This is an optimization exercise on Yosys and OpenROAD, whose aim is small area, a short achievable clock period and few clock cycles, not a production implementation. Only simulation tests tie the RTL to the original design; equivalence was not proved. Power and IR drop assume default switching activity.

$ cat flow/constraint.sdc
create_clock -name core_clock -period 15.0 [get_ports {clk}]
set_input_delay 3.0000 -clock core_clock [delete_from_list [all_inputs] [get_ports {clk}]]
set_output_delay 3.0000 -clock core_clock [all_outputs]
set_load 0.01 [all_outputs]
$ cat flow/config.mk
export PLATFORM = sky130hd
export DESIGN_NAME = psr_final
export DESIGN_NICKNAME = psr_final
export VERILOG_FILES = /design/flow/design.v
export SDC_FILE = /design/flow/constraint.sdc
export NUM_CORES = 4
export LEC_CHECK = 0
export CAP_MARGIN = 20
export CORE_MARGIN = 2
export CORE_UTILIZATION = 40
export SLEW_MARGIN = 20
$ cat flow/psr_imix.hex
52
09
6a
d5
30
36
a5
38
bf
40
a3
9e
81
f3
d7
fb
7c
e3
39
82
9b
2f
ff
87
34
8e
43
44
c4
de
e9
cb
54
7b
94
32
a6
c2
23
3d
ee
4c
95
0b
42
fa
c3
4e
08
2e
a1
66
28
d9
24
b2
76
5b
a2
49
6d
8b
d1
25
72
f8
f6
64
86
68
98
16
d4
a4
5c
cc
5d
65
b6
92
6c
70
48
50
fd
ed
b9
da
5e
15
46
57
a7
8d
9d
84
90
d8
ab
00
8c
bc
d3
0a
f7
e4
58
05
b8
b3
45
06
d0
2c
1e
8f
ca
3f
0f
02
c1
af
bd
03
01
13
8a
6b
3a
91
11
41
4f
67
dc
ea
97
f2
cf
ce
f0
b4
e6
73
96
ac
74
22
e7
ad
35
85
e2
f9
37
e8
1c
75
df
6e
47
f1
1a
71
1d
29
c5
89
6f
b7
62
0e
aa
18
be
1b
fc
56
3e
4b
c6
d2
79
20
9a
db
c0
fe
78
cd
5a
f4
1f
dd
a8
33
88
07
c7
31
b1
12
10
59
27
80
ec
5f
60
51
7f
a9
19
b5
4a
0d
2d
e5
7a
9f
93
c9
9c
ef
a0
e0
3b
4d
ae
2a
f5
b0
c8
eb
bb
3c
83
53
99
61
17
2b
04
7e
ba
77
d6
26
e1
69
14
63
55
21
0c
7d
$ cat flow/design.v
module psr_final (
    input  wire        clk,
    input  wire        rst,
    input  wire        in_valid,
    output wire        in_ready,
    input  wire [1:0]  in_op,
    input  wire [1:0]  in_row,
    input  wire [31:0] in_data,
    output reg         out_valid,
    output reg         out_found,
    output reg  [7:0]  out_k5,
    output reg  [7:0]  out_sum0,
    output reg  [7:0]  out_sum1,
    output reg  [7:0]  out_sum2
);
    localparam OP_CLEAR  = 2'd0;
    localparam OP_FOLD   = 2'd1;
    localparam OP_TSUM   = 2'd2;
    localparam OP_SEARCH = 2'd3;
    reg [7:0] td_rom   [0:255];
    reg [7:0] imix_rom [0:255];
    initial begin
        $readmemh("psr_td.hex", td_rom);
        $readmemh("psr_imix.hex", imix_rom);
    end
    reg [255:0] v8_0, v8_1, v8_2;
    reg [7:0]   k4;
    reg rdy;
    assign in_ready = rdy;
    reg        s0_v;
    reg [1:0]  s0_op;
    reg [1:0]  s0_row;
    reg [7:0]  s0_y;
    reg [4:0]  s0_j;
    reg [7:0]  s0_b;
    always @(posedge clk) begin
        s0_v   <= in_valid && rdy && !rst;
        s0_op  <= in_op;
        s0_row <= in_row;
        s0_y   <= in_data[23:16];
        s0_j   <= in_data[12:8];
        s0_b   <= in_data[7:0];
    end
    always @(posedge clk)
        if (s0_v && s0_op == OP_CLEAR)
            k4 <= s0_b;
    wire [4:0] jj = s0_j ^ k4[7:3];
    wire [7:0] bm0 = k4[0] ? {s0_b[6], s0_b[7], s0_b[4], s0_b[5], s0_b[2], s0_b[3], s0_b[0], s0_b[1]} : s0_b;
    wire [7:0] bm1 = k4[1] ? {bm0[5:4], bm0[7:6], bm0[1:0], bm0[3:2]} : bm0;
    wire [7:0] bm2 = k4[2] ? {bm1[3:0], bm1[7:4]} : bm1;
    reg        s1_clr;
    reg [2:0]  s1_sel;
    reg [7:0]  s1_m;
    reg [63:0] s1_z;
    integer p;
    always @(posedge clk) begin
        s1_clr <= s0_v && s0_op == OP_CLEAR && !rst;
        s1_sel[0] <= s0_v && s0_op == OP_FOLD && s0_row == 2'd0 && !rst;
        s1_sel[1] <= s0_v && s0_op == OP_FOLD && s0_row == 2'd1 && !rst;
        s1_sel[2] <= s0_v && s0_op == OP_FOLD && s0_row == 2'd2 && !rst;
        s1_m <= bm2;
        for (p = 0; p < 8; p = p + 1)
            s1_z[8*p +: 8] <= s0_y ^ td_rom[{jj, p[2:0]}];
    end
    reg [15:0]  hi [0:7];
    reg [15:0]  lo [0:7];
    reg [255:0] tog;
    integer q, h, l;
    always @* begin
        for (q = 0; q < 8; q = q + 1)
            for (h = 0; h < 16; h = h + 1) begin
                hi[q][h] = s1_m[q] && s1_z[8*q+4 +: 4] == h[3:0];
                lo[q][h] = s1_z[8*q +: 4] == h[3:0];
            end
        for (h = 0; h < 16; h = h + 1)
            for (l = 0; l < 16; l = l + 1)
                tog[16*h+l] = (hi[0][h] & lo[0][l]) | (hi[1][h] & lo[1][l]) |
                              (hi[2][h] & lo[2][l]) | (hi[3][h] & lo[3][l]) |
                              (hi[4][h] & lo[4][l]) | (hi[5][h] & lo[5][l]) |
                              (hi[6][h] & lo[6][l]) | (hi[7][h] & lo[7][l]);
    end
    always @(posedge clk) begin
        v8_0 <= (v8_0 & {256{!s1_clr}}) ^ (tog & {256{s1_sel[0]}});
        v8_1 <= (v8_1 & {256{!s1_clr}}) ^ (tog & {256{s1_sel[1]}});
        v8_2 <= (v8_2 & {256{!s1_clr}}) ^ (tog & {256{s1_sel[2]}});
    end
    reg        busy;
    reg        mode_search;
    reg        z1;              
    reg        i_v;
    reg [7:0]  i_k5;
    reg [1:0]  i_row;
    reg [2:0]  i_c;
    reg        p_v;
    reg [7:0]  p_k5;
    reg [1:0]  p_row;
    reg [2:0]  p_c;
    reg [23:0] p_sel;
    reg        r_v;
    reg [7:0]  r_k5;
    reg [1:0]  r_row;
    reg [2:0]  r_c;
    reg [31:0] r_raw;
    reg        a_v;
    reg [7:0]  a_k5;
    reg [1:0]  a_row;
    reg [2:0]  a_c;
    reg [31:0] a_bits;
    reg        b_v;
    reg [7:0]  b_k5;
    reg [1:0]  b_row;
    reg [7:0]  b_sum;
    reg [7:0]  acc;
    wire [2:0] i_blk = i_c ^ i_k5[7:5];
    reg  [23:0] sel_n;
    integer e, rr, bb;
    always @* begin
        for (rr = 0; rr < 3; rr = rr + 1)
            for (bb = 0; bb < 8; bb = bb + 1)
                sel_n[rr*8+bb] = (i_row == rr[1:0]) && (i_blk == bb[2:0]);
    end
    reg [31:0] raw;
    always @* begin
        for (e = 0; e < 32; e = e + 1) begin
            raw[e] = 1'b0;
            for (bb = 0; bb < 8; bb = bb + 1)
                raw[e] = raw[e] | (v8_0[bb*32+e] & p_sel[bb])
                                | (v8_1[bb*32+e] & p_sel[8+bb])
                                | (v8_2[bb*32+e] & p_sel[16+bb]);
        end
    end
    reg [31:0] x1, x2, x3, x4, x5;
    always @* begin
        for (e = 0; e < 32; e = e + 1) x1[e] = r_k5[0] ? r_raw[e ^ 1] : r_raw[e];
        for (e = 0; e < 32; e = e + 1) x2[e] = r_k5[1] ? x1[e ^ 2]  : x1[e];
        for (e = 0; e < 32; e = e + 1) x3[e] = r_k5[2] ? x2[e ^ 4]  : x2[e];
        for (e = 0; e < 32; e = e + 1) x4[e] = r_k5[3] ? x3[e ^ 8]  : x3[e];
        for (e = 0; e < 32; e = e + 1) x5[e] = r_k5[4] ? x4[e ^ 16] : x4[e];
    end
    reg [7:0] part;
    always @* begin
        part = 8'd0;
        for (e = 0; e < 32; e = e + 1)
            part = part ^ (a_bits[e] ? imix_rom[{a_c, e[4:0]}] : 8'd0);
    end
    wire b_zero = (b_sum == 8'd0);
    wire b_act  = b_v && busy;
    wire redirect = b_act && mode_search && b_row == 2'd0 && b_zero;
    wire fin_tsum = b_act && !mode_search && b_row == 2'd2;
    wire fin_found = b_act && mode_search && b_row == 2'd2 && z1 && b_zero;
    wire fin_none  = b_act && mode_search && b_k5 == 8'd255 &&
                     ((b_row == 2'd0 && !b_zero) || (b_row == 2'd2 && !(z1 && b_zero)));
    wire fin = fin_tsum || fin_found || fin_none;
    wire start = s0_v && s0_op[1];
    always @(posedge clk) begin
        p_v    <= i_v && busy && !fin && !redirect && !rst;
        p_k5   <= i_k5;
        p_row  <= i_row;
        p_c    <= i_c;
        p_sel  <= sel_n;
        r_v    <= p_v && !fin && !rst;
        r_k5   <= p_k5;
        r_row  <= p_row;
        r_c    <= p_c;
        r_raw  <= raw;
        a_v    <= r_v && !fin && !rst;
        a_k5   <= r_k5;
        a_row  <= r_row;
        a_c    <= r_c;
        a_bits <= x5;
        acc    <= (a_c == 3'd0) ? part : acc ^ part;
        b_v    <= a_v && a_c == 3'd7 && !fin && !rst;
        b_k5   <= a_k5;
        b_row  <= a_row;
        b_sum  <= acc ^ part;
    end
    always @(posedge clk) begin
        if (rst) begin
            rdy       <= 1'b1;
            busy      <= 1'b0;
            i_v       <= 1'b0;
            out_valid <= 1'b0;
        end else begin
            out_valid <= 1'b0;
            if (in_valid && rdy && in_op[1])
                rdy <= 1'b0;
            if (start) begin
                busy        <= 1'b1;
                mode_search <= s0_op[0];
                i_v         <= 1'b1;
                i_k5        <= s0_b;
                i_row       <= 2'd0;
                i_c         <= 3'd0;
            end else if (fin) begin
                busy      <= 1'b0;
                i_v       <= 1'b0;
                rdy       <= 1'b1;
                out_valid <= 1'b1;
                if (fin_tsum) begin
                    out_found <= out_sum0 == 8'd0 && out_sum1 == 8'd0 && b_zero;
                    out_k5    <= b_k5;
                    out_sum2  <= b_sum;
                end else begin
                    out_found <= fin_found;
                    out_k5    <= fin_found ? b_k5 : 8'd0;
                    out_sum0  <= 8'd0;
                    out_sum1  <= 8'd0;
                    out_sum2  <= 8'd0;
                end
            end else begin
                if (b_act && !mode_search && b_row == 2'd0) out_sum0 <= b_sum;
                if (b_act && !mode_search && b_row == 2'd1) out_sum1 <= b_sum;
                if (b_act && b_row == 2'd1) z1 <= b_zero;
                if (redirect) begin
                    i_v   <= 1'b1;
                    i_k5  <= b_k5;
                    i_row <= 2'd1;
                    i_c   <= 3'd0;
                end else if (i_v) begin
                    i_c <= i_c + 3'd1;
                    if (i_c == 3'd7) begin
                        if (i_row == 2'd1) begin
                            i_row <= 2'd2;
                        end else if (i_row == 2'd0 && !mode_search) begin
                            i_row <= 2'd1;
                        end else if (mode_search && i_k5 != 8'd255) begin
                            i_row <= 2'd0;
                            i_k5  <= i_k5 + 8'd1;
                        end else begin
                            i_v <= 1'b0;
                        end
                    end
                end
            end
        end
    end
endmodule
$ cat flow/run.sh
#!/bin/bash
# synth_recipe.tcl (not shown) runs the flow's synth.tcl, then flattens the netlist and writes it again
# the make line also repeats each setting of config.mk as NAME=value (left out here)
make -C /OpenROAD-flow-scripts/flow DESIGN_CONFIG=/design/flow/config.mk WORK_HOME=/design/flow/orfs CLKGATE_MAP_FILE= SYNTH_SCRIPT=/design/flow/synth_recipe.tcl finish
$ cat flow/psr_td.hex
63
7c
77
7b
f2
6b
6f
c5
30
01
67
2b
fe
d7
ab
76
ca
82
c9
7d
fa
59
47
f0
ad
d4
a2
af
9c
a4
72
c0
b7
fd
93
26
36
3f
f7
cc
34
a5
e5
f1
71
d8
31
15
04
c7
23
c3
18
96
05
9a
07
12
80
e2
eb
27
b2
75
09
83
2c
1a
1b
6e
5a
a0
52
3b
d6
b3
29
e3
2f
84
53
d1
00
ed
20
fc
b1
5b
6a
cb
be
39
4a
4c
58
cf
d0
ef
aa
fb
43
4d
33
85
45
f9
02
7f
50
3c
9f
a8
51
a3
40
8f
92
9d
38
f5
bc
b6
da
21
10
ff
f3
d2
cd
0c
13
ec
5f
97
44
17
c4
a7
7e
3d
64
5d
19
73
60
81
4f
dc
22
2a
90
88
46
ee
b8
14
de
5e
0b
db
e0
32
3a
0a
49
06
24
5c
c2
d3
ac
62
91
95
e4
79
e7
c8
37
6d
8d
d5
4e
a9
6c
56
f4
ea
65
7a
ae
08
ba
78
25
2e
1c
a6
b4
c6
e8
dd
74
1f
4b
bd
8b
8a
70
3e
b5
66
48
03
f6
0e
61
35
57
b9
86
c1
1d
9e
e1
f8
98
11
69
d9
8e
94
9b
1e
87
e9
ce
55
28
df
8c
a1
89
0d
bf
e6
42
68
41
99
2d
0f
b0
54
bb
16
==> metrics.yaml, run 1 <==
crit_buf_inv: 1
maxCapViolCount: 0
p_per_area_nw_per_um2: 113.5
cts-resized-gates: 0
final.setup.worst_slack_ns: 10.22
worst_ep_arrival_time_ns: 1.78
hp-class: "reg2reg"
status: "no timing/DRC/antenna violations"
cts_buffers: 138
tightest_slew_ns: 1.369
critPathCapture: "out_sum1[7]"
worstSetupPathType: "reg2out"
cp.depth: 1
synth_cells: 8159
max_freq_mhz: 209.4
grt_pass1_wl_um: 460200
synth_top_area_frac: 0.3484
ff_latch_area_sq_um: 25620
cts-root-buf: "clkbuf_16"
synth_edf_count: 56
dr_total_vias: 66360
finalSetupTns_ns: 0
p_leak_uw: 0.02626
rsz0062_at_grt: "false"
synth_area_leaders: "dfxtp_1, xnor2_1, a22oi_1"
hold_viol: 0
setup_viol: 0
yosysUniqueCellTypes: 69
grt_max_degree: 217
synth_area_per_cell_sq_um: 8.402
fin_nets: 7889
worstPathMaxFanout: 2
post-place-ws_ns: 9.735
dr.pass1.iters: 15
crit_required_ns: 12.00
post_cts_buffers: 0
routedWlPerCell_um: 31.83
clk_pin_slew_ns: 0.06
placementRows: 151
yosys.cell_count.top_type: "nand2_1"
syn-cell-area_sq_um: 68550
total_power_uw: 8609
cts_tree: "built"
drive_gt1_frac: 0.07793
drv_slew: 0
grt_usage: 0.3584
die_width_um: 418.0
cts_max_level: 4
insertion_delay_ns: 0.85
finClkSkew_ns: 0.07207
r2r_start: "s1_clr"
cp-start-kind: "flop"
port_buffers: 62
core_sq_um: 169800
cpMaxStageDelayCell: "clkdlybuf4s50_1"
synth.yosys.seq_area_share: 0.3729
dp_hpwl_um: 208400
place_congestion: 1.142
final_cells: 10160
drtIter0Drc: 11690
cp-startpoint: "out_sum1[7]"
area_growth_pct: 10.62
r2r_slack_ns: 10.91
worst_r2r_endpoint: "v8_1[0]"
syn-num-nets: 8226
clockBufferDepth: 3
finalCritPeriodShare: 0.3184
drt-vias-per-instance: 6.535
wl_um: 323200
yosysTopAreaCell: "dfxtp_1"
multi_input_area_sq_um: 40600
reg2reg_depth: 5
io_pins: 74
yosysWarnings: 3
start_util: 0.4036
antenna_left: 0
fillerInstances: 16550
placedCellCount: 9893
synth_seq_cells: 1249
critical-path-top-delay-family: "buffers and inverters"
path_cells: "clkdlybuf4s50_1"
die-area_sq_um: 174700
min_period_ns: 4.776
synth-async-reset-ratio: 0
antenna_found_initial: 14
cts_hold_buf: 0
slowest_delay_ns: 0.55
synth_ff_type: "dfxtp_1"
fin_area_sq_um: 75830
drc: 0
place_area_sq_um: 70920
overflow: 0
cts.sinks: 1249
ir_drop_mv: 0.1197
relSlewSlack: 0.08642
fp.dieH_um: 418.0
synth_common_cells: "nand2_1, dfxtp_1, a22oi_1"
grt_pass1_vias: 63900
worstSetupEndpointType: "output pin"
## layout by cell type, fill, tap and decap left out, types with 75 or more instances in the layout
cell,netlist,routed
nand2_1,1322,1322
dfxtp_1,1193,1160
a22oi_1,1025,1025
xnor2_1,972,970
nor2b_1,819,812
o22ai_1,325,325
nand4_1,282,282
nor2_1,324,253
buf_4,17,156
clkbuf_16,0,142
o21ai_0,114,114
xor2_1,110,107
a21oi_1,84,84
nand2b_1,86,83
or4_1,80,80
nand3_1,75,75
## power breakdown
| part | switching, uW | internal (uW) |
|---|---|---|
| sequential | 216 | 3470 |
| combinational | 1030 | 385 |
| clock | 1490 | 2010 |
| total | 2740 | 5870 |
## final cells by class
cell class,count,area share
Tap cell,2218,0.03660
Timing Repair Buffer,228,0.02582
Antenna cell,7,0.0002310
Multi-Input combinational cell,6158,0.5354
Clock buffer,189,0.05182
Inverter,47,0.002326
Sequential cell,1249,0.3379
Clock inverter,59,0.009916
## worst min path at each step
stage               cells after the start  endpoint  slack (ns)  startpoint
floorplan                               0   a_k5[5]        0.31     r_k5[5]
global placement                        0  r_row[0]        0.31    p_row[0]
detailed placement                      0    r_c[0]        0.31      p_c[0]
CTS                                     0   r_k5[1]        0.31     p_k5[1]
global route                            0   b_k5[3]        0.33     a_k5[3]
finish                                  0   b_k5[3]        0.32     a_k5[3]
## layer usage
layer	wire length [um]	vias to the layer above	GRT usage
met5	519	-	0.02056
met4	28810	14	0.2587
met3	42280	1586	0.1357
met2	129100	5127	0.5021
met1	122500	31720	0.4451
li1	-	27910	-
## cells by family after synthesis
family,count (synthesis),synth area share
multiplexers,114,0.02457
flip-flops,1249,0.3729
XOR/XNOR,1103,0.1452
adder cells (fa/ha/maj),28,0.005110
buffers and inverters,752,0.04488
AO/OA/AOI/OAI,1702,0.1748
AND/OR/NAND/NOR,3211,0.2325
## stage by stage
step                      hold slack (ns)    util
final                              0.3189  0.4465
after global routing               0.3251  0.4464
after CTS                          0.3115  0.4451
after detailed placement           0.3121  0.4176
after global placement             0.3103  0.4171
after floorplan                    0.3096       -
Testbench counts, summed over its fixed seeds: cycles 414,948.
==> run 2, diff against run 1 <==
--- a/flow/design.v
+++ b/flow/design.v
@@ -48,19 +48,31 @@
     wire [7:0] bm0 = k4[0] ? {s0_b[6], s0_b[7], s0_b[4], s0_b[5], s0_b[2], s0_b[3], s0_b[0], s0_b[1]} : s0_b;
     wire [7:0] bm1 = k4[1] ? {bm0[5:4], bm0[7:6], bm0[1:0], bm0[3:2]} : bm0;
     wire [7:0] bm2 = k4[2] ? {bm1[3:0], bm1[7:4]} : bm1;
-    reg        s1_clr;
     reg [2:0]  s1_sel;
     reg [7:0]  s1_m;
     reg [63:0] s1_z;
+    wire        r_clrv;
+    wire [2:0]  r_c_w;
+    wire [1:0]  r_q_w;
+    wire [1:0]  r_row_w;
+    wire [31:0] r_raw_w;
     integer p;
     always @(posedge clk) begin
-        s1_clr <= s0_v && s0_op == OP_CLEAR && !rst;
-        s1_sel[0] <= s0_v && s0_op == OP_FOLD && s0_row == 2'd0 && !rst;
-        s1_sel[1] <= s0_v && s0_op == OP_FOLD && s0_row == 2'd1 && !rst;
-        s1_sel[2] <= s0_v && s0_op == OP_FOLD && s0_row == 2'd2 && !rst;
-        s1_m <= bm2;
-        for (p = 0; p < 8; p = p + 1)
-            s1_z[8*p +: 8] <= s0_y ^ td_rom[{jj, p[2:0]}];
+        if (r_clrv) begin
+            s1_sel[0] <= r_row_w == 2'd0 && !rst;
+            s1_sel[1] <= r_row_w == 2'd1 && !rst;
+            s1_sel[2] <= r_row_w == 2'd2 && !rst;
+            s1_m <= r_raw_w[8*r_q_w +: 8];
+            for (p = 0; p < 8; p = p + 1)
+                s1_z[8*p +: 8] <= {r_c_w, r_q_w, p[2:0]};
+        end else begin
+            s1_sel[0] <= s0_v && s0_op == OP_FOLD && s0_row == 2'd0 && !rst;
+            s1_sel[1] <= s0_v && s0_op == OP_FOLD && s0_row == 2'd1 && !rst;
+            s1_sel[2] <= s0_v && s0_op == OP_FOLD && s0_row == 2'd2 && !rst;
+            s1_m <= bm2;
+            for (p = 0; p < 8; p = p + 1)
+                s1_z[8*p +: 8] <= s0_y ^ td_rom[{jj, p[2:0]}];
+        end
     end
     reg [15:0]  hi [0:7];
     reg [15:0]  lo [0:7];
@@ -80,27 +92,39 @@
                               (hi[6][h] & lo[6][l]) | (hi[7][h] & lo[7][l]);
     end
     always @(posedge clk) begin
-        v8_0 <= (v8_0 & {256{!s1_clr}}) ^ (tog & {256{s1_sel[0]}});
-        v8_1 <= (v8_1 & {256{!s1_clr}}) ^ (tog & {256{s1_sel[1]}});
-        v8_2 <= (v8_2 & {256{!s1_clr}}) ^ (tog & {256{s1_sel[2]}});
+        v8_0 <= v8_0 ^ (tog & {256{s1_sel[0]}});
+        v8_1 <= v8_1 ^ (tog & {256{s1_sel[1]}});
+        v8_2 <= v8_2 ^ (tog & {256{s1_sel[2]}});
     end
     reg        busy;
     reg        mode_search;
+    reg        mode_clear;
     reg        z1;              
     reg        i_v;
     reg [7:0]  i_k5;
     reg [1:0]  i_row;
     reg [2:0]  i_c;
+    reg [1:0]  i_q;             
     reg        p_v;
     reg [7:0]  p_k5;
     reg [1:0]  p_row;
     reg [2:0]  p_c;
     reg [23:0] p_sel;
+    reg        p_clr;
+    reg        p_last;
+    reg [1:0]  p_q;
     reg        r_v;
     reg [7:0]  r_k5;
     reg [1:0]  r_row;
     reg [2:0]  r_c;
     reg [31:0] r_raw;
+    reg        r_clr;
+    reg [1:0]  r_q;
+    assign r_clrv  = r_v && r_clr;
+    assign r_c_w   = r_c;
+    assign r_q_w   = r_q;
+    assign r_row_w = r_row;
+    assign r_raw_w = r_raw;
     reg        a_v;
     reg [7:0]  a_k5;
     reg [1:0]  a_row;
@@ -151,19 +175,25 @@
     wire fin_none  = b_act && mode_search && b_k5 == 8'd255 &&
                      ((b_row == 2'd0 && !b_zero) || (b_row == 2'd2 && !(z1 && b_zero)));
     wire fin = fin_tsum || fin_found || fin_none;
-    wire start = s0_v && s0_op[1];
+    wire start = s0_v && s0_op != OP_FOLD;
+    wire fin_clear = p_v && p_clr && p_last;
     always @(posedge clk) begin
         p_v    <= i_v && busy && !fin && !redirect && !rst;
         p_k5   <= i_k5;
         p_row  <= i_row;
         p_c    <= i_c;
         p_sel  <= sel_n;
+        p_clr  <= mode_clear;
+        p_last <= i_row == 2'd2 && i_c == 3'd7 && i_q == 2'd3;
+        p_q    <= i_q;
         r_v    <= p_v && !fin && !rst;
         r_k5   <= p_k5;
         r_row  <= p_row;
         r_c    <= p_c;
         r_raw  <= raw;
-        a_v    <= r_v && !fin && !rst;
+        r_clr  <= p_clr;
+        r_q    <= p_q;
+        a_v    <= r_v && !r_clr && !fin && !rst;
         a_k5   <= r_k5;
         a_row  <= r_row;
         a_c    <= r_c;
@@ -182,15 +212,32 @@
             out_valid <= 1'b0;
         end else begin
             out_valid <= 1'b0;
-            if (in_valid && rdy && in_op[1])
+            if (in_valid && rdy && in_op != OP_FOLD)
                 rdy <= 1'b0;
             if (start) begin
                 busy        <= 1'b1;
-                mode_search <= s0_op[0];
+                mode_search <= s0_op == OP_SEARCH;
+                mode_clear  <= s0_op == OP_CLEAR;
                 i_v         <= 1'b1;
-                i_k5        <= s0_b;
+                i_k5        <= s0_op[1] ? s0_b : 8'd0;
                 i_row       <= 2'd0;
                 i_c         <= 3'd0;
+                i_q         <= 2'd0;
+            end else if (fin_clear) begin
+                busy      <= 1'b0;
+                rdy       <= 1'b1;
+            end else if (mode_clear) begin
+                if (i_v) begin
+                    i_q <= i_q + 2'd1;
+                    if (i_q == 2'd3) begin
+                        i_c <= i_c + 3'd1;
+                        if (i_c == 3'd7) begin
+                            i_row <= i_row + 2'd1;
+                            if (i_row == 2'd2)
+                                i_v <= 1'b0;
+                        end
+                    end
+                end
             end else if (fin) begin
                 busy      <= 1'b0;
                 i_v       <= 1'b0;
==> metrics.yaml, run 2 <==
status: "no timing/DRC/antenna violations"  # unchanged
finClkSkew_ns: 0.06539  # was 0.07207 ns
insertion_delay_ns: 0.86  # was 0.85 ns
tightest_slew_ns: 1.387  # was 1.369 ns
yosys.cell_count.top_type: "nand2_1"  # unchanged
yosysUniqueCellTypes: 73  # was 69
synth_ff_type: "dfxtp_1"  # unchanged
synth_top_area_frac: 0.3707  # was 0.3484
grt_usage: 0.3663  # was 0.3584
utilization: 0.4502  # was 0.4465
synth-async-reset-ratio: 0  # unchanged
routedWlPerCell_um: 33.01  # was 31.83 um
min_period_ns: 4.944  # was 4.776 ns
cts_max_level: 4  # unchanged
syn-cell-area_sq_um: 64750  # was 68550 sq um
syn-num-nets: 7542  # was 8226
rsz0062_at_grt: "false"  # unchanged
min_from: "a_k5[2]"  # was a_k5[3]
clk_pin_slew_ns: 0.06  # about the same
drt-vias-per-instance: 6.665  # was 6.535
io_pins: 74  # unchanged
antenna_found_initial: 14  # unchanged
max_freq_mhz: 202.3  # was 209.4 MHz
slowest_delay_ns: 0.61  # was 0.55 ns
yosysTopAreaCell: "dfxtp_1"  # unchanged
hold_viol: 0  # unchanged
cp-start-kind: "flop"  # unchanged
synth_cells: 7471  # was 8159
p_leak_uw: 0.02407  # was 0.02626 uW
cts-root-buf: "clkbuf_16"  # unchanged
fillerInstances: 15620  # was 16550
dr_total_vias: 63020  # was 66360
antenna_left: 0  # unchanged
grt_max_degree: 93  # was 217
synth_edf_count: 59  # was 56
reg2reg_depth: 11  # was 5
final_common_cell: "nand2_1"  # unchanged
grt_pass1_wl_um: 439300  # was 460200 um
ff_latch_area_sq_um: 25820  # was 25620 sq um
clockBufferDepth: 3  # unchanged
place_congestion: 1.060  # was 1.142
fp.dieH_um: 406.3  # was 418.0 um
worst_r2r_endpoint: "s1_z[28]"  # was v8_1[0]
synth_area_leaders: "dfxtp_1, xnor2_1, a22oi_1"  # unchanged
worst_hold_path.endpoint: "b_k5[2]"  # was b_k5[3]
cts.sinks: 1258  # was 1249
ir_drop_mv: 0.1251  # was 0.1197 mV
fin_area_sq_um: 72380  # was 75830 sq um
start_util: 0.4028  # was 0.4036
r2r_start: "k4[3]"  # was s1_clr
synth.yosys.seq_area_share: 0.3981  # was 0.3729
grt_pass1_vias: 58840  # was 63900
drc: 0  # unchanged
dr.pass1.iters: 16  # was 15
r2r_slack_ns: 10.98  # was 10.91 ns
placementRows: 147  # was 151
yosysWarnings: 3  # unchanged
worst_ep_arrival_time_ns: 1.94  # was 1.78 ns
die_width_um: 406.3  # was 418.0 um
worstPathMaxFanout: 1  # was 2
critical-path-top-delay-family: "buffers and inverters"  # unchanged
multi_input_area_sq_um: 36980  # was 40600 sq um
wl_um: 312100  # was 323200 um
p_per_area_nw_per_um2: 121.5  # was 113.5 nW/um^2
place_area_sq_um: 67300  # was 70920 sq um
finalCritPeriodShare: 0.3296  # was 0.3184
crit_buf_inv: 1  # unchanged
worstSetupPathType: "reg2out"  # unchanged
total_power_uw: 8795  # was 8609 uW
cts_buffers: 138  # unchanged
area_growth_pct: 11.77  # was 10.62%
fin_nets: 7253  # was 7889
hold_ws_ns: 0.3206  # was 0.3189 ns
crit_required_ns: 12.00  # about the same
cts-resized-gates: 0  # unchanged
drive_gt1_frac: 0.09110  # was 0.07793
drv_slew: 0  # unchanged
cpMaxStageDelayCell: "clkdlybuf4s50_1"  # unchanged
die-area_sq_um: 165100  # was 174700 sq um
synth_area_per_cell_sq_um: 8.667  # was 8.402 sq um
drtIter0Drc: 10980  # was 11690
dp_hpwl_um: 207300  # was 208400 um
relSlewSlack: 0.07309  # was 0.08642
overflow: 0  # unchanged
hp-class: "reg2reg"  # unchanged
cts_tree: "built"  # unchanged
worstSetupEndpointType: "output pin"  # unchanged
cts_hold_buf: 0  # unchanged
setup_viol: 0  # unchanged
synth_common_cells: "nand2_1, dfxtp_1, xnor2_1"  # was nand2_1, dfxtp_1, a22oi_1
synth_seq_cells: 1258  # was 1249
most-common-layout-cells: "nand2_1, dfxtp_1, xnor2_1"  # was nand2_1, dfxtp_1, a22oi_1
whs_path_depth: 0  # unchanged
path_cells: "clkdlybuf4s50_1"  # unchanged
port_buffers: 62  # unchanged
post_cts_buffers: 0  # unchanged
maxCapViolCount: 0  # unchanged
finalSetupTns_ns: 0  # unchanged
core_sq_um: 160800  # was 169800 sq um
==> run 2: cell types whose count changed after synthesis, sizes merged, moves of 9 or more <==
cell / delta
a31oi: +9
clkbuf: -21
mux4: +16
a221oi: +29
inv: +10
nand4: -26
a22o: +32
buf: -38
mux2i: +25
and2: +18
nor2b: -768
a22oi: -62
nand3: +45
o21ai: +15
==> run 2: where the power goes <==
part           total (uW)  internal, uW  switching [uW]
sequential           3670          3510             156
clock                3570          2040            1520
combinational        1560           418            1140
==> run 2: final cells by class <==
cell class,instances,area share
clock buffers,191,0.05596
diodes,6,0.0002075
multi-input cells,5509,0.5109
inverters,58,0.003008
flip-flops and latches,1258,0.3568
well taps,2160,0.03734
clock inverters,56,0.01032
repair buffers,217,0.02546
==> run 2: how the worst max path moves through the flow <==
stage / start / endpoint / slack, ns / cells after the start
floorplan: rst / out_found / 10.58 / 3
global placement: rst / i_k5[5] / 9.96 / 4
detailed placement: rst / i_k5[0] / 9.96 / 4
CTS: rdy / in_ready / 10.01 / 1
global route: out_k5[5] / out_k5[5] / 10.02 / 1
finish: out_k5[5] / out_k5[5] / 10.06 / 1
==> run 2: layer usage <==
layer | vias up | GRT usage | part of all wire
met2 | 5280 | 0.4915 | 0.39
met3 | 1140 | 0.1538 | 0.15
met4 | 12 | 0.1883 | 0.061
li1 | 26150 | - | -
met5 | - | 0.01725 | 0.0013
met1 | 30430 | 0.4928 | 0.40
==> run 2: cells by family after synthesis <==
logic type,after synthesis,share of synthesized area
buf+inv,704,0.04332
mux,147,0.03405
flops,1258,0.3981
compound gates,1747,0.1913
fa+ha+maj,32,0.006183
xor+xnor,1107,0.1534
simple gates,2476,0.1737
==> run 2: worst register-to-register path: stages (launching register included) <==
cell	delay (ns)
edfxtp_1	0.42
xor2_2	0.20
buf_4	0.24
inv_1	0.09
buf_4	0.34
ha_1	0.99
inv_1	0.45
mux4_2	0.55
nor2_1	0.11
a31oi_1	0.08
xnor2_1	0.20
a21oi_1	0.22
==> run 2: per-stage QoR <==
step | setup slack, ns | cells
final | 10.06 | 9455
after global routing | 10.02 | 9452
after CTS | 10.01 | 9440
after detailed placement | 9.956 | 9193
after global placement | 9.962 | 9191
after floorplan | 10.58 | 7471
Testbench counts of run 2, summed over its fixed seeds: cycles 416,516.
==> run 3, diff against run 2 <==
==> flow/flow/run.sh (new file) <==
#!/bin/bash
set -euo pipefail
cd "$(dirname "$0")/.."
bash standard.sh "BUFFER_PORTS_ARGS=-buffer_cell sky130_fd_sc_hd__buf_4" finish > standard_finish.log 2>&1
==> flow/standard.sh (new file) <==
#!/bin/bash
# synth_recipe.tcl (not shown) runs the flow's synth.tcl, then flattens the netlist and writes it again
# the make line also repeats each setting of config.mk as NAME=value (left out here)
make -C /OpenROAD-flow-scripts/flow DESIGN_CONFIG=/design/flow/config.mk WORK_HOME=/design/flow/orfs CLKGATE_MAP_FILE= SYNTH_SCRIPT=/design/flow/synth_recipe.tcl "${@:-finish}"
removed: flow/run.sh
==> metrics.yaml, run 3 <==
synth_area_leaders: "dfxtp_1, xnor2_1, a22oi_1"  # unchanged
fin_nets: 7242  # was 7253
relSlewSlack: 0.08557  # was 0.07309
p_per_area_nw_per_um2: 122.5  # was 121.5 nW/um^2
finalSetupTns_ns: 0  # unchanged
drv_slew: 0  # unchanged
cts_hold_buf: 0  # unchanged
worstSetupPathType: "reg2out"  # unchanged
place_congestion: 1.102  # was 1.060
synth_area_per_cell_sq_um: 8.667  # unchanged
rsz0062_at_grt: "false"  # unchanged
utilization: 0.4492  # was 0.4502
clk_pin_slew_ns: 0.06  # about the same
hold_viol: 0  # unchanged
dp_hpwl_um: 209700  # was 207300 um
core_sq_um: 160800  # unchanged
grt_max_degree: 135  # was 93
routedWlPerCell_um: 33.23  # was 33.01 um
antenna_found_initial: 7  # was 14
grt_pass1_wl_um: 440600  # was 439300 um
antenna_left: 0  # unchanged
cp-startpoint: "out_k5[4]"  # was out_k5[5]
yosys.cell_count.top_type: "nand2_1"  # unchanged
grt_pass1_vias: 59050  # was 58840
yosysUniqueCellTypes: 73  # unchanged
min_period_ns: 4.543  # was 4.944 ns
cts_max_level: 4  # unchanged
cts-resized-gates: 0  # unchanged
maxCapViolCount: 0  # unchanged
min_from: "p_k5[7]"  # was a_k5[2]
clockBufferDepth: 3  # unchanged
drc: 0  # unchanged
dr.pass1.iters: 17  # was 16
drtIter0Drc: 10670  # was 10980
synth-async-reset-ratio: 0  # unchanged
io_pins: 74  # unchanged
synth_ff_type: "dfxtp_1"  # unchanged
dr_total_vias: 63140  # was 63020
drt-vias-per-instance: 6.683  # was 6.665
slowest_delay_ns: 0.52  # was 0.61 ns
ir_drop_mv: 0.1199  # was 0.1251 mV
cts_buffers: 139  # was 138
port_buffers: 62  # unchanged
status: "no timing/DRC/antenna violations"  # unchanged
start_util: 0.4028  # unchanged
r2r_start: "k4[4]"  # was k4[3]
finalCritPeriodShare: 0.3029  # was 0.3296
cts_tree: "built"  # unchanged
synth_common_cells: "nand2_1, dfxtp_1, xnor2_1"  # unchanged
seqPwrFrac: 0.415  # was 0.417
crit_required_ns: 12.00  # about the same
critical-path-top-delay-family: "flip-flops"  # was buffers and inverters
drive_gt1_frac: 0.09680  # was 0.09110
p_int_uw: 6015  # was 5975 uW
p_sw_uw: 2826  # was 2820 uW
most-common-layout-cells: "nand2_1, dfxtp_1, xnor2_1"  # unchanged
tightest_slew_ns: 1.370  # was 1.387 ns
setup_viol: 0  # unchanged
die-area_sq_um: 165100  # unchanged
syn-num-nets: 7542  # unchanged
cts-root-buf: "clkbuf_16"  # unchanged
worstPathMaxFanout: 1  # unchanged
finClkSkew_ns: 0.06291  # was 0.06539 ns
wl_um: 313900  # was 312100 um
pwr-share-clk: 0.409  # was 0.406
final_common_cell: "nand2_1"  # unchanged
die_width_um: 406.3  # unchanged
synth_top_area_frac: 0.3707  # unchanged
path_cells: "buf_4"  # was clkdlybuf4s50_1
post_cts_buffers: 0  # unchanged
yosysTopAreaCell: "dfxtp_1"  # unchanged
crit_buf_inv: 1  # unchanged
cp-start-kind: "flop"  # unchanged
p_leak_uw: 0.02407  # about the same
synth_cells: 7471  # unchanged
synth_seq_cells: 1258  # unchanged
synth_edf_count: 59  # unchanged
area_growth_pct: 11.51  # was 11.77%
placementRows: 147  # unchanged
worstSetupEndpointType: "output pin"  # unchanged
comb_power_share: 0.176  # was 0.177
synth.yosys.seq_area_share: 0.3981  # unchanged
overflow: 0  # unchanged
grt_usage: 0.3674  # was 0.3663
worst_ep_arrival_time_ns: 1.54  # was 1.94 ns
cpMaxStageDelayCell: "edfxtp_1"  # was clkdlybuf4s50_1
switching_share: 0.3196  # was 0.3207
syn-cell-area_sq_um: 64750  # unchanged
cts.sinks: 1258  # unchanged
fp.dieH_um: 406.3  # unchanged
insertion_delay_ns: 0.84  # was 0.86 ns
hp-class: "reg2reg"  # unchanged
max_freq_mhz: 220.1  # was 202.3 MHz
yosysWarnings: 3  # unchanged
## run 3: cell counts after synthesis
No cell type changed its count.
## run 3: through the flow
stage / std cells / total power, uW / hold slack, ns / area, sq um / setup slack [ns]
2_1_floorplan: 7471 / 4511 / 0.3096 / 64750 / 10.58
3_3_place_gp: 9179 / 5135 / 0.3098 / 66990 / 10.49
3_5_place_dp: 9181 / 5150 / 0.3120 / 67060 / 10.46
4_1_cts: 9434 / 8737 / 0.3222 / 71940 / 10.44
5_1_grt: 9445 / 9028 / 0.3300 / 72200 / 10.43
6_report: 9447 / 8841 / 0.3202 / 72200 / 10.46
## run 3: layout make-up
class / instances / area, sq um
Antenna cell: 4 / 10.01
Clock buffer: 187 / 3944
Clock inverter: 66 / 937.1
Fill cell: 15650 / 88550
Inverter: 58 / 217.7
Multi-Input combinational cell: 5509 / 36970
Sequential cell: 1258 / 25820
Tap cell: 2160 / 2703
Timing Repair Buffer: 205 / 1593
## run 3: worst paths after layout
kind	end	depth (start not counted)	slack, ns
setup / recovery	out_k5[4]	1	10.46
hold reg to reg	r_k5[7]	0	0.32
hold / removal	r_k5[7]	0	0.32
setup reg to reg	s1_z[15]	9	10.85
## run 3: power groups by stage
stage | clock, uW | sequential (uW) | combinational (uW)
2_1_floorplan | 0 | 3660 | 850
3_3_place_gp | 0 | 3730 | 1410
3_5_place_dp | 0 | 3730 | 1420
4_1_cts | 3660 | 3660 | 1420
5_1_grt | 3790 | 3680 | 1560
6_report | 3610 | 3670 | 1560
## run 3: per-layer routing
metal | global-route usage | vias to the layer above | share of wire
met5 | 0.01219 | - | 0.0012
met4 | 0.1857 | 12 | 0.060
met3 | 0.1650 | 1144 | 0.15
met2 | 0.4954 | 5203 | 0.39
met1 | 0.4874 | 30690 | 0.40
li1 | - | 26090 | -
## run 3: cell families after synthesis
kind of cell / after synthesis / synth area share
AO/OA/AOI/OAI: 1747 / 0.1913
multiplexers: 147 / 0.03405
adder cells (fa/ha/maj): 32 / 0.006183
AND/OR/NAND/NOR: 2476 / 0.1737
XOR/XNOR: 1107 / 0.1534
flip-flops: 1258 / 0.3981
buffers and inverters: 704 / 0.04332
==> run 4, diff against run 3 <==
==> flow/design.v (replaced) <==
module psr_final (
    input  wire        clk,
    input  wire        rst,
    input  wire        in_valid,
    output wire        in_ready,
    input  wire [1:0]  in_op,
    input  wire [1:0]  in_row,
    input  wire [31:0] in_data,
    output reg         out_valid,
    output reg         out_found,
    output reg  [7:0]  out_k5,
    output reg  [7:0]  out_sum0,
    output reg  [7:0]  out_sum1,
    output reg  [7:0]  out_sum2
);
    localparam OP_CLEAR  = 2'd0;
    localparam OP_FOLD   = 2'd1;
    localparam OP_TSUM   = 2'd2;
    localparam OP_SEARCH = 2'd3;
    reg [7:0] td_rom   [0:255];
    reg [7:0] imix_rom [0:255];
    initial begin
        $readmemh("psr_td.hex", td_rom);
        $readmemh("psr_imix.hex", imix_rom);
    end
    reg [255:0] v8_0, v8_1, v8_2;
    reg [7:0]   k4;
    reg rdy;
    assign in_ready = rdy;
    wire accept = in_valid && rdy;
    reg        s0_v;
    reg [1:0]  s0_op;
    reg [1:0]  s0_row;
    reg [7:0]  s0_y;
    reg [4:0]  s0_j;
    reg [7:0]  s0_b;           
    wire [7:0] d0  = in_data[7:0];
    wire [7:0] bm0 = k4[0] ? {d0[6], d0[7], d0[4], d0[5], d0[2], d0[3], d0[0], d0[1]} : d0;
    wire [7:0] bm1 = k4[1] ? {bm0[5:4], bm0[7:6], bm0[1:0], bm0[3:2]} : bm0;
    wire [7:0] bm2 = k4[2] ? {bm1[3:0], bm1[7:4]} : bm1;
    always @(posedge clk) begin
        s0_v   <= accept && !rst;
        s0_op  <= in_op;
        s0_row <= in_row;
        s0_y   <= in_data[23:16];
        s0_j   <= in_data[12:8];
        s0_b   <= (in_op == OP_FOLD) ? bm2 : d0;
    end
    always @(posedge clk)
        if (accept && in_op == OP_CLEAR && !rst)
            k4 <= in_data[7:0];
    reg [2:0]  s1_sel;
    reg [7:0]  s1_m;
    reg [63:0] s1_z;
    reg        p_v;
    reg        p_clr;
    reg [1:0]  p_row;
    reg [2:0]  p_c;
    reg [1:0]  p_q;
    reg [31:0] raw;
    wire       p_clrv = p_v && p_clr;
    wire [4:0] jj = s0_j ^ k4[7:3];
    integer p;
    always @(posedge clk) begin
        s1_sel[0] <= p_clrv ? p_row == 2'd0 : s0_v && s0_op == OP_FOLD && s0_row == 2'd0;
        s1_sel[1] <= p_clrv ? p_row == 2'd1 : s0_v && s0_op == OP_FOLD && s0_row == 2'd1;
        s1_sel[2] <= p_clrv ? p_row == 2'd2 : s0_v && s0_op == OP_FOLD && s0_row == 2'd2;
        s1_m <= p_clrv ? raw[8*p_q +: 8] : s0_b;
        for (p = 0; p < 8; p = p + 1)
            s1_z[8*p +: 8] <= p_clrv ? {p_c, p_q, p[2:0]} : s0_y ^ td_rom[{jj, p[2:0]}];
    end
    reg [15:0]  hi [0:7];
    reg [15:0]  lo [0:7];
    reg [255:0] tog;
    integer q, h, l;
    always @* begin
        for (q = 0; q < 8; q = q + 1)
            for (h = 0; h < 16; h = h + 1) begin
                hi[q][h] = s1_m[q] && s1_z[8*q+4 +: 4] == h[3:0];
                lo[q][h] = s1_z[8*q +: 4] == h[3:0];
            end
        for (h = 0; h < 16; h = h + 1)
            for (l = 0; l < 16; l = l + 1)
                tog[16*h+l] = (hi[0][h] & lo[0][l]) | (hi[1][h] & lo[1][l]) |
                              (hi[2][h] & lo[2][l]) | (hi[3][h] & lo[3][l]) |
                              (hi[4][h] & lo[4][l]) | (hi[5][h] & lo[5][l]) |
                              (hi[6][h] & lo[6][l]) | (hi[7][h] & lo[7][l]);
    end
    always @(posedge clk) begin
        v8_0 <= v8_0 ^ (tog & {256{s1_sel[0]}});
        v8_1 <= v8_1 ^ (tog & {256{s1_sel[1]}});
        v8_2 <= v8_2 ^ (tog & {256{s1_sel[2]}});
    end
    reg        busy;
    reg        mode_search;
    reg        mode_clear;
    reg [7:0]  sum0_r, sum1_r;  
    reg        i_v;
    reg [7:0]  i_k5;
    reg [1:0]  i_row;
    reg [2:0]  i_c;
    reg [1:0]  i_q;             
    reg [7:0]  p_k5;
    reg [23:0] p_sel;
    reg        p_last;
    reg        a_v;
    reg [7:0]  a_k5;
    reg [1:0]  a_row;
    reg [2:0]  a_c;
    reg [31:0] a_bits;
    reg        b_v;
    reg [7:0]  b_k5;
    reg [1:0]  b_row;
    reg [7:0]  b_sum;
    reg [7:0]  acc;
    wire [2:0] i_blk = i_c ^ i_k5[7:5];
    reg  [23:0] sel_n;
    integer e, rr, bb;
    always @* begin
        for (rr = 0; rr < 3; rr = rr + 1)
            for (bb = 0; bb < 8; bb = bb + 1)
                sel_n[rr*8+bb] = (i_row == rr[1:0]) && (i_blk == bb[2:0]);
    end
    always @* begin
        for (e = 0; e < 32; e = e + 1) begin
            raw[e] = 1'b0;
            for (bb = 0; bb < 8; bb = bb + 1)
                raw[e] = raw[e] | (v8_0[bb*32+e] & p_sel[bb])
                                | (v8_1[bb*32+e] & p_sel[8+bb])
                                | (v8_2[bb*32+e] & p_sel[16+bb]);
        end
    end
    reg [31:0] x1, x2, x3, x4, x5;
    always @* begin
        for (e = 0; e < 32; e = e + 1) x1[e] = p_k5[0] ? raw[e ^ 1] : raw[e];
        for (e = 0; e < 32; e = e + 1) x2[e] = p_k5[1] ? x1[e ^ 2]  : x1[e];
        for (e = 0; e < 32; e = e + 1) x3[e] = p_k5[2] ? x2[e ^ 4]  : x2[e];
        for (e = 0; e < 32; e = e + 1) x4[e] = p_k5[3] ? x3[e ^ 8]  : x3[e];
        for (e = 0; e < 32; e = e + 1) x5[e] = p_k5[4] ? x4[e ^ 16] : x4[e];
    end
    reg [7:0] part;
    always @* begin
        part = 8'd0;
        for (e = 0; e < 32; e = e + 1)
            part = part ^ (a_bits[e] ? imix_rom[{a_c, e[4:0]}] : 8'd0);
    end
    wire b_zero = (b_sum == 8'd0);
    wire z0 = (sum0_r == 8'd0);
    wire z1 = (sum1_r == 8'd0);
    wire b_act  = b_v && busy;
    wire redirect  = b_act && mode_search && b_row == 2'd0 && b_zero;
    wire fin_tsum  = b_act && !mode_search && b_row == 2'd2;
    wire fin_found = b_act && mode_search && b_row == 2'd2 && z1 && b_zero;
    wire fin_none  = b_act && mode_search && b_k5 == 8'd255 &&
                     ((b_row == 2'd0 && !b_zero) || (b_row == 2'd2 && !(z1 && b_zero)));
    wire fin = fin_tsum || fin_found || fin_none;
    wire start = s0_v && s0_op != OP_FOLD;
    wire fin_clear = p_v && p_clr && p_last;
    wire i_last = mode_clear ? (i_row == 2'd2 && i_c == 3'd7 && i_q == 2'd3)
                             : (i_c == 3'd7 && (mode_search ? (i_row != 2'd1 && i_k5 == 8'd255)
                                                            : i_row == 2'd2));
    always @(posedge clk) begin
        p_v    <= i_v && busy && !fin && !redirect && !rst;
        p_k5   <= i_k5;
        p_row  <= i_row;
        p_c    <= i_c;
        p_q    <= i_q;
        p_sel  <= sel_n;
        p_clr  <= mode_clear;
        p_last <= i_row == 2'd2 && i_c == 3'd7 && i_q == 2'd3;
        a_v    <= p_v && !p_clr && !fin && !rst;
        a_k5   <= p_k5;
        a_row  <= p_row;
        a_c    <= p_c;
        a_bits <= x5;
        acc    <= (a_c == 3'd0) ? part : acc ^ part;
        b_v    <= a_v && a_c == 3'd7 && !fin && !rst;
        b_k5   <= a_k5;
        b_row  <= a_row;
        b_sum  <= acc ^ part;
        if (b_act && b_row == 2'd0) sum0_r <= b_sum;
        if (b_act && b_row == 2'd1) sum1_r <= b_sum;
    end
    always @(posedge clk) begin
        if (start) begin
            mode_search <= s0_op == OP_SEARCH;
            mode_clear  <= s0_op == OP_CLEAR;
            i_k5        <= s0_op[1] ? s0_b : 8'd0;
            i_row       <= 2'd0;
            i_c         <= 3'd0;
            i_q         <= 2'd0;
        end else if (redirect) begin
            i_k5  <= b_k5;
            i_row <= 2'd1;
            i_c   <= 3'd0;
        end else if (mode_clear) begin
            i_q <= i_q + 2'd1;
            if (i_q == 2'd3) begin
                i_c <= i_c + 3'd1;
                if (i_c == 3'd7)
                    i_row <= i_row + 2'd1;
            end
        end else begin
            i_c <= i_c + 3'd1;
            if (i_c == 3'd7) begin
                if (i_row == 2'd1) begin
                    i_row <= 2'd2;
                end else if (i_row == 2'd0 && !mode_search) begin
                    i_row <= 2'd1;
                end else begin
                    i_row <= 2'd0;
                    i_k5  <= i_k5 + 8'd1;
                end
            end
        end
    end
    always @(posedge clk) begin
        if (rst) begin
            rdy       <= 1'b1;
            busy      <= 1'b0;
            i_v       <= 1'b0;
            out_valid <= 1'b0;
        end else begin
            out_valid <= fin;
            if (accept && in_op != OP_FOLD)
                rdy <= 1'b0;
            else if (fin || fin_clear)
                rdy <= 1'b1;
            if (start)
                busy <= 1'b1;
            else if (fin || fin_clear)
                busy <= 1'b0;
            if (start || redirect)
                i_v <= 1'b1;
            else if (fin || (i_v && i_last))
                i_v <= 1'b0;
        end
    end
    always @(posedge clk) begin
        out_found <= fin_tsum ? (z0 && z1 && b_zero) : fin_found;
        out_k5    <= (fin_tsum || fin_found) ? b_k5 : 8'd0;
        out_sum0  <= fin_tsum ? sum0_r : 8'd0;
        out_sum1  <= fin_tsum ? sum1_r : 8'd0;
        out_sum2  <= fin_tsum ? b_sum : 8'd0;
    end
endmodule
--- a/flow/config.mk
+++ b/flow/config.mk
@@ -8,4 +8,6 @@
 export CAP_MARGIN = 20
 export CORE_MARGIN = 2
 export CORE_UTILIZATION = 40
+export CTS_CLUSTER_DIAMETER = 60
+export CTS_CLUSTER_SIZE = 24
 export SLEW_MARGIN = 20
==> metrics.yaml, run 4 <==
grt_pass1_vias: 59040  # was 59050
path_cells: "buf_4"  # unchanged
switching_share: 0.3904  # was 0.3196
synth_ff_type: "dfxtp_1"  # unchanged
clockBufferDepth: 3  # unchanged
cts_hold_buf: 0  # unchanged
r2r_slack_ns: 10.80  # was 10.85 ns
slowest_delay_ns: 0.40  # was 0.52 ns
final_common_cell: "nand2_1"  # unchanged
total_power_uw: 9403  # was 8841 uW
pwr-share-clk: 0.305  # was 0.409
grt_max_degree: 149  # was 135
p_int_uw: 5732  # was 6015 uW
fin_nets: 7246  # was 7242
cts_max_level: 3  # was 4
cpMaxStageDelayCell: "dfxtp_1"  # was edfxtp_1
max_freq_mhz: 229.1  # was 220.1 MHz
synth_top_area_frac: 0.3765  # was 0.3707
post-place-ws_ns: 10.91  # was 10.46 ns
final.setup.worst_slack_ns: 10.64  # was 10.46 ns
cts_buffers: 93  # was 139
cts-root-buf: "clkbuf_16"  # unchanged
insertion_delay_ns: 0.82  # was 0.84 ns
synth-async-reset-ratio: 0  # unchanged
fp.dieH_um: 401.7  # was 406.3 um
start_util: 0.4041  # was 0.4028
antenna_left: 0  # unchanged
drtIter0Drc: 10810  # was 10670
r2r_start: "p_sel[11]"  # was k4[4]
die-area_sq_um: 161400  # was 165100 sq um
seqPwrFrac: 0.440  # was 0.415
hp-class: "reg2reg"  # unchanged
min_period_ns: 4.365  # was 4.543 ns
synth_area_leaders: "dfxtp_1, xnor2_1, a22oi_1"  # unchanged
wl_um: 315900  # was 313900 um
post_cts_buffers: 0  # unchanged
finalSetupTns_ns: 0  # unchanged
dr.pass1.iters: 15  # was 17
worstSetupEndpointType: "output pin"  # unchanged
drive_gt1_frac: 0.09304  # was 0.09680
synth_edf_count: 34  # was 59
reg2reg_depth: 7  # was 9
overflow: 0  # unchanged
rsz0062_at_grt: "false"  # unchanged
finalCritPeriodShare: 0.2910  # was 0.3029
cp-start-kind: "flop"  # unchanged
die_width_um: 401.7  # was 406.3 um
grt_pass1_wl_um: 442500  # was 440600 um
setup_viol: 0  # unchanged
synth_cells: 7374  # was 7471
worst_r2r_endpoint: "a_bits[31]"  # was s1_z[15]
drt-vias-per-instance: 6.720  # was 6.683
port_buffers: 62  # unchanged
crit_buf_inv: 1  # unchanged
clk_pin_slew_ns: 0.09  # was 0.06 ns
p_sw_uw: 3671  # was 2826 uW
syn-cell-area_sq_um: 63270  # was 64750 sq um
status: "no timing/DRC/antenna violations"  # unchanged
worstPathMaxFanout: 1  # unchanged
p_leak_uw: 0.02329  # was 0.02407 uW
cts-resized-gates: 0  # unchanged
cts.sinks: 1224  # was 1258
grt_usage: 0.3756  # was 0.3674
io_pins: 74  # unchanged
core_sq_um: 156600  # was 160800 sq um
hold_ws_ns: 0.3153  # was 0.3202 ns
maxCapViolCount: 0  # unchanged
cts_tree: "built"  # unchanged
routedWlPerCell_um: 33.89  # was 33.23 um
whs_path_depth: 0  # unchanged
worst_ep_arrival_time_ns: 1.36  # was 1.54 ns
yosys.cell_count.top_type: "nand2_1"  # unchanged
yosysTopAreaCell: "dfxtp_1"  # unchanged
area_growth_pct: 10.40  # was 11.51%
dp_hpwl_um: 208800  # was 209700 um
critical-path-top-delay-family: "flip-flops"  # unchanged
place_congestion: 1.146  # was 1.102
synth.yosys.seq_area_share: 0.3927  # was 0.3981
yosysWarnings: 3  # unchanged
dr_total_vias: 62630  # was 63140
most-common-layout-cells: "nand2_1, dfxtp_1, a22oi_1"  # was nand2_1, dfxtp_1, xnor2_1
comb_power_share: 0.255  # was 0.176
synth_common_cells: "nand2_1, dfxtp_1, a22oi_1"  # was nand2_1, dfxtp_1, xnor2_1
hold_viol: 0  # unchanged
syn-num-nets: 7445  # was 7542
tightest_slew_ns: 1.397  # was 1.370 ns
finClkSkew_ns: 0.07570  # was 0.06291 ns
worst_hold_path.endpoint: "b_k5[7]"  # was r_k5[7]
drc: 0  # unchanged
worstSetupPathType: "reg2out"  # unchanged
relSlewSlack: 0.06374  # was 0.08557
crit_required_ns: 12.00  # about the same
drv_slew: 0  # unchanged
ir_drop_mv: 0.1059  # was 0.1199 mV
synth_seq_cells: 1224  # was 1258
antenna_found_initial: 7  # unchanged
p_per_area_nw_per_um2: 134.6  # was 122.5 nW/um^2
yosysUniqueCellTypes: 59  # was 73
placementRows: 145  # was 147
synth_area_per_cell_sq_um: 8.580  # was 8.667 sq um
min_from: "a_k5[7]"  # was p_k5[7]
run 4: cell count changes in the layout (fill, tap and decap cells not counted), moves of 21 or more:
cell | before | now
a221oi_1 | 68 | 5
a22o_1 | 64 | 7
a22oi_1 | 963 | 1028
buf_4 | 198 | 251
clkbuf_16 | 143 | 93
edfxtp_1 | 59 | 34
mux2i_1 | 74 | 99
nand2_1 | 1329 | 1402
nand3_1 | 120 | 78
nor2_4 | 26 | 1
o22ai_1 | 328 | 394
xnor2_1 | 978 | 999
run 4: worst max-delay path by stage:
stage / slack [ns] / end / cells after the start / start
floorplan: 10.68 / k4[0] / 1 / in_op[1]
global placement: 10.92 / k4[3] / 3 / in_op[1]
detailed placement: 10.91 / k4[3] / 3 / in_op[1]
CTS: 10.60 / in_ready / 1 / rdy
global route: 10.57 / in_ready / 1 / rdy
finish: 10.64 / out_k5[0] / 1 / out_k5[0]
run 4: cells by family after synthesis:
| group | share of synthesized area |
|---|---|
| and+or+nand+nor | 0.1845 |
| AOI/OAI and AO/OA | 0.1908 |
| DFF | 0.3927 |
| xor gates and xnor gates | 0.1548 |
| buffers and inverters | 0.03738 |
| muxes | 0.03358 |
| adders and majority gates | 0.006328 |
run 4: per-layer routing:
metal  track usage  routed length [um]  part of all wire
met5      0.004460                  77           0.00024
met1        0.4828              124000              0.39
met2        0.5172              123800              0.39
met3        0.1608               44690              0.14
met4        0.2227               23390             0.074
run 4: final cells by class:
type,count,area [sq um]
Inverter,48,180.2
Multi-Input combinational cell,5552,36700
Fill cell,15290,86720
Clock inverter,71,1115
Tap cell,2058,2575
Clock buffer,104,2419
Sequential cell,1224,24890
Timing Repair Buffer,256,1951
Antenna cell,6,15.01
run 4: per-stage QoR:
step / instances / util / instance area, sq um
global placement: 9134 / 0.4215 / 65990
global route: 9314 / 0.4460 / 69830
finish: 9319 / 0.4461 / 69850
floorplan: 7374 / - / 63270
detailed placement: 9135 / 0.4226 / 66160
CTS: 9310 / 0.4452 / 69700
run 4: power groups by stage:
stage	registers (uW)	clock network, uW	logic, uW
after CTS	4110	2900	2250
after detailed placement	4190	0	2240
after floorplan	3930	0	1310
final	4130	2870	2400
after global placement	4180	0	2220
after global routing	4160	3020	2430
Testbench counts of run 4, summed over its fixed seeds: cycles 416,481.
==> run 5, diff against run 4 <==
==> flow/flow/run.sh (replaced) <==
#!/bin/bash
set -euo pipefail
cd "$(dirname "$0")/.."
bash standard.sh "BUFFER_PORTS_ARGS=-buffer_cell sky130_fd_sc_hd__buf_4" \
    "SETUP_SLACK_MARGIN=10.7" finish > standard_finish.log 2>&1
==> metrics.yaml, run 5 <==
worst_r2r_endpoint: "a_bits[31]"  # unchanged
crit_buf_inv: 1  # unchanged
worst_ep_arrival_time_ns: 1.26  # was 1.36 ns
syn-num-nets: 7445  # unchanged
p_leak_uw: 0.02327  # was 0.02329 uW
r2r_start: "p_sel[16]"  # was p_sel[11]
min_period_ns: 4.258  # was 4.365 ns
synth_common_cells: "nand2_1, dfxtp_1, a22oi_1"  # unchanged
place_congestion: 1.117  # was 1.146
worstSetupEndpointType: "output pin"  # unchanged
finClkSkew_ns: 0.05889  # was 0.07570 ns
critical-path-top-delay-family: "flip-flops"  # unchanged
utilization: 0.4459  # was 0.4461
ff_latch_area_sq_um: 24900  # was 24890 sq um
ir_drop_mv: 0.1102  # was 0.1059 mV
path_cells: "buf_4"  # unchanged
synth_area_per_cell_sq_um: 8.580  # unchanged
grt_usage: 0.3778  # was 0.3756
synth-async-reset-ratio: 0  # unchanged
multi_input_area_sq_um: 36620  # was 36700 sq um
hold_viol: 0  # unchanged
synth_edf_count: 34  # unchanged
placementRows: 145  # unchanged
total_power_uw: 9364  # was 9403 uW
fin_area_sq_um: 69820  # was 69850 sq um
synth_cells: 7374  # unchanged
relSlewSlack: 0.08555  # was 0.06374
cts_buffers: 94  # was 93
reg2reg_depth: 7  # unchanged
drive_gt1_frac: 0.09574  # was 0.09304
clockBufferDepth: 3  # unchanged
insertion_delay_ns: 0.78  # was 0.82 ns
finalCritPeriodShare: 0.2839  # was 0.2910
yosysUniqueCellTypes: 59  # unchanged
slowest_delay_ns: 0.35  # was 0.40 ns
area_growth_pct: 10.36  # was 10.40%
drtIter0Drc: 10430  # was 10810
dr_total_vias: 62350  # was 62630
worst_hold_path.endpoint: "b_k5[5]"  # was b_k5[7]
finalSetupTns_ns: 0  # unchanged
antenna_found_initial: 8  # was 7
start_util: 0.4041  # unchanged
fin_nets: 7259  # was 7246
hp-class: "reg2reg"  # unchanged
cts.sinks: 1224  # unchanged
synth_seq_cells: 1224  # unchanged
final_cells: 9335  # was 9319
final_common_cell: "nand2_1"  # unchanged
cts-root-buf: "clkbuf_16"  # unchanged
syn-cell-area_sq_um: 63270  # unchanged
die_width_um: 401.7  # unchanged
p_per_area_nw_per_um2: 134.1  # was 134.6 nW/um^2
fillerInstances: 15270  # was 15290
yosys.cell_count.top_type: "nand2_1"  # unchanged
cpMaxStageDelayCell: "dfxtp_4"  # was dfxtp_1
cts_max_level: 3  # unchanged
grt_pass1_wl_um: 444000  # was 442500 um
rsz0062_at_grt: "false"  # unchanged
drv_slew: 0  # unchanged
min_from: "a_k5[5]"  # was a_k5[7]
drt-vias-per-instance: 6.679  # was 6.720
cts_hold_buf: 0  # unchanged
drc: 0  # unchanged
status: "no timing/DRC/antenna violations"  # unchanged
cp-start-kind: "flop"  # unchanged
dp_hpwl_um: 209400  # was 208800 um
grt_max_degree: 139  # was 149
synth.yosys.seq_area_share: 0.3927  # unchanged
setup_viol: 0  # unchanged
port_buffers: 62  # unchanged
r2r_slack_ns: 10.82  # was 10.80 ns
placedCellCount: 9146  # was 9135
crit_required_ns: 12.00  # about the same
wl_um: 318000  # was 315900 um
io_pins: 74  # unchanged
worstPathMaxFanout: 2  # was 1
place_area_sq_um: 66170  # was 66160 sq um
maxCapViolCount: 0  # unchanged
cts_tree: "built"  # unchanged
core_sq_um: 156600  # unchanged
die-area_sq_um: 161400  # unchanged
overflow: 0  # unchanged
fp.dieH_um: 401.7  # unchanged
dr.pass1.iters: 9  # was 15
antenna_left: 0  # unchanged
max_freq_mhz: 234.8  # was 229.1 MHz
synth_area_leaders: "dfxtp_1, xnor2_1, a22oi_1"  # unchanged
synth_top_area_frac: 0.3765  # unchanged
tightest_slew_ns: 1.372  # was 1.397 ns
synth_ff_type: "dfxtp_1"  # unchanged
routedWlPerCell_um: 34.07  # was 33.89 um
worstSetupPathType: "reg2out"  # unchanged
yosysWarnings: 3  # unchanged
yosysTopAreaCell: "dfxtp_1"  # unchanged
whs_path_depth: 0  # unchanged
grt_pass1_vias: 59030  # was 59040
most-common-layout-cells: "nand2_1, dfxtp_1, a22oi_1"  # unchanged
clk_pin_slew_ns: 0.08  # was 0.09 ns
run 5: cells by family (layout without fill, tap and decap cells):
kind of cell             Yosys count  after routing  synth area share
flip-flops                      1224           1224            0.3927
AND/OR/NAND/NOR                 2517           2517            0.1845
adder cells (fa/ha/maj)           32             32          0.006328
multiplexers                     149            149           0.03358
buffers and inverters            598            494           0.03738
AO/OA/AOI/OAI                   1736           1736            0.1908
XOR/XNOR                        1118           1118            0.1548
other                              0              7                 0
run 5: worst max path at each step:
stage,from,to,depth (start not counted)
final,rdy,in_ready,1
after global routing,out_k5[0],out_k5[0],1
after CTS,rdy,in_ready,1
after detailed placement,in_data[4],s0_b[3],4
after global placement,p_sel[3],a_bits[31],7
after floorplan,in_op[1],k4[0],1
run 5: metrics by stage:
step                hold WS [ns]  setup WS, ns
finish                    0.3285         10.74
detailed placement        0.3121         10.92
global placement          0.3105         10.78
global route              0.3323         10.71
floorplan                 0.3096         11.00
CTS                       0.3307         10.71
run 5: metal layers:
| layer | part of all wire | wire (um) | vias up | global-route usage |
|---|---|---|---|---|
| met2 | 0.39 | 123300 | 4899 | 0.5104 |
| met3 | 0.14 | 42950 | 1250 | 0.1463 |
| met4 | 0.080 | 25600 | 16 | 0.2500 |
| met5 | 0.0020 | 643 | - | 0.02795 |
| met1 | 0.39 | 125600 | 30200 | 0.4914 |
| li1 | - | - | 25990 | - |
run 5: power by group:
group          internal (uW)  switching [uW]
Combinational            604            1780
Clock                   1360            1450
Sequential              3690             492
run 5: repair_timing:
item	in CTS	in global routing
gates cloned	0	0
setup buffers	0	1
gates resized for setup	1	1
setup endpoints to repair	1	1
run 5: cell type report:
type	instances	area share
diodes	7	0.0002509
clock buffers	101	0.03450
clock inverters	77	0.01520
inverters	48	0.002581
multi-input cells	5552	0.5246
flip-flops and latches	1224	0.3567
well taps	2058	0.03688
repair buffers	268	0.02935

[port drivers added, routing unchanged]
Ports are ideal in the flow. The routed layouts listed here were re-timed in OpenROAD. Step 1 assumes that a clkbuf_16 drives the clock port and a buf_2 every other input. Step 2, shift: input delay + t, output delay - t, t = (earliest + latest rising clock arrival at the registers) / 2. This alone moves slack from input paths to output paths. a / b / c = ideal ports / drivers / drivers and shift; a / b = the first two.
| run | shift t [ns] | slack for setup (ns) | hold WS [ns] | slew at the worst register clock pin (ns) | cell pins on the clock port's net |
|---|---|---|---|---|---|
| run 1 | 0.911 | 10.224 / 10.128 / 10.016 | 0.319 / 0.319 / 0.319 | 0.06 / 0.06 | 1 |
| run 2 | 0.901 | 10.056 / 9.978 / 9.928 | 0.321 / 0.321 / 0.321 | 0.08 / 0.08 | 1 |
| run 3 | 0.905 | 10.457 / 10.363 / 10.400 | 0.320 / 0.320 / 0.320 | 0.09 / 0.09 | 1 |
| run 4 | 0.875 | 10.635 / 10.544 / 10.801 | 0.315 / 0.315 / 0.315 | 0.09 / 0.09 | 1 |
| run 5 | 0.847 | 10.742 / 10.652 / 10.818 | 0.328 / 0.328 / 0.328 | 0.09 / 0.09 | 1 |
After both steps setup and hold are still met in every run listed. The setup slack of run 1, which loses most, moves by -0.096 ns with the drivers and by -0.208 ns with both steps.
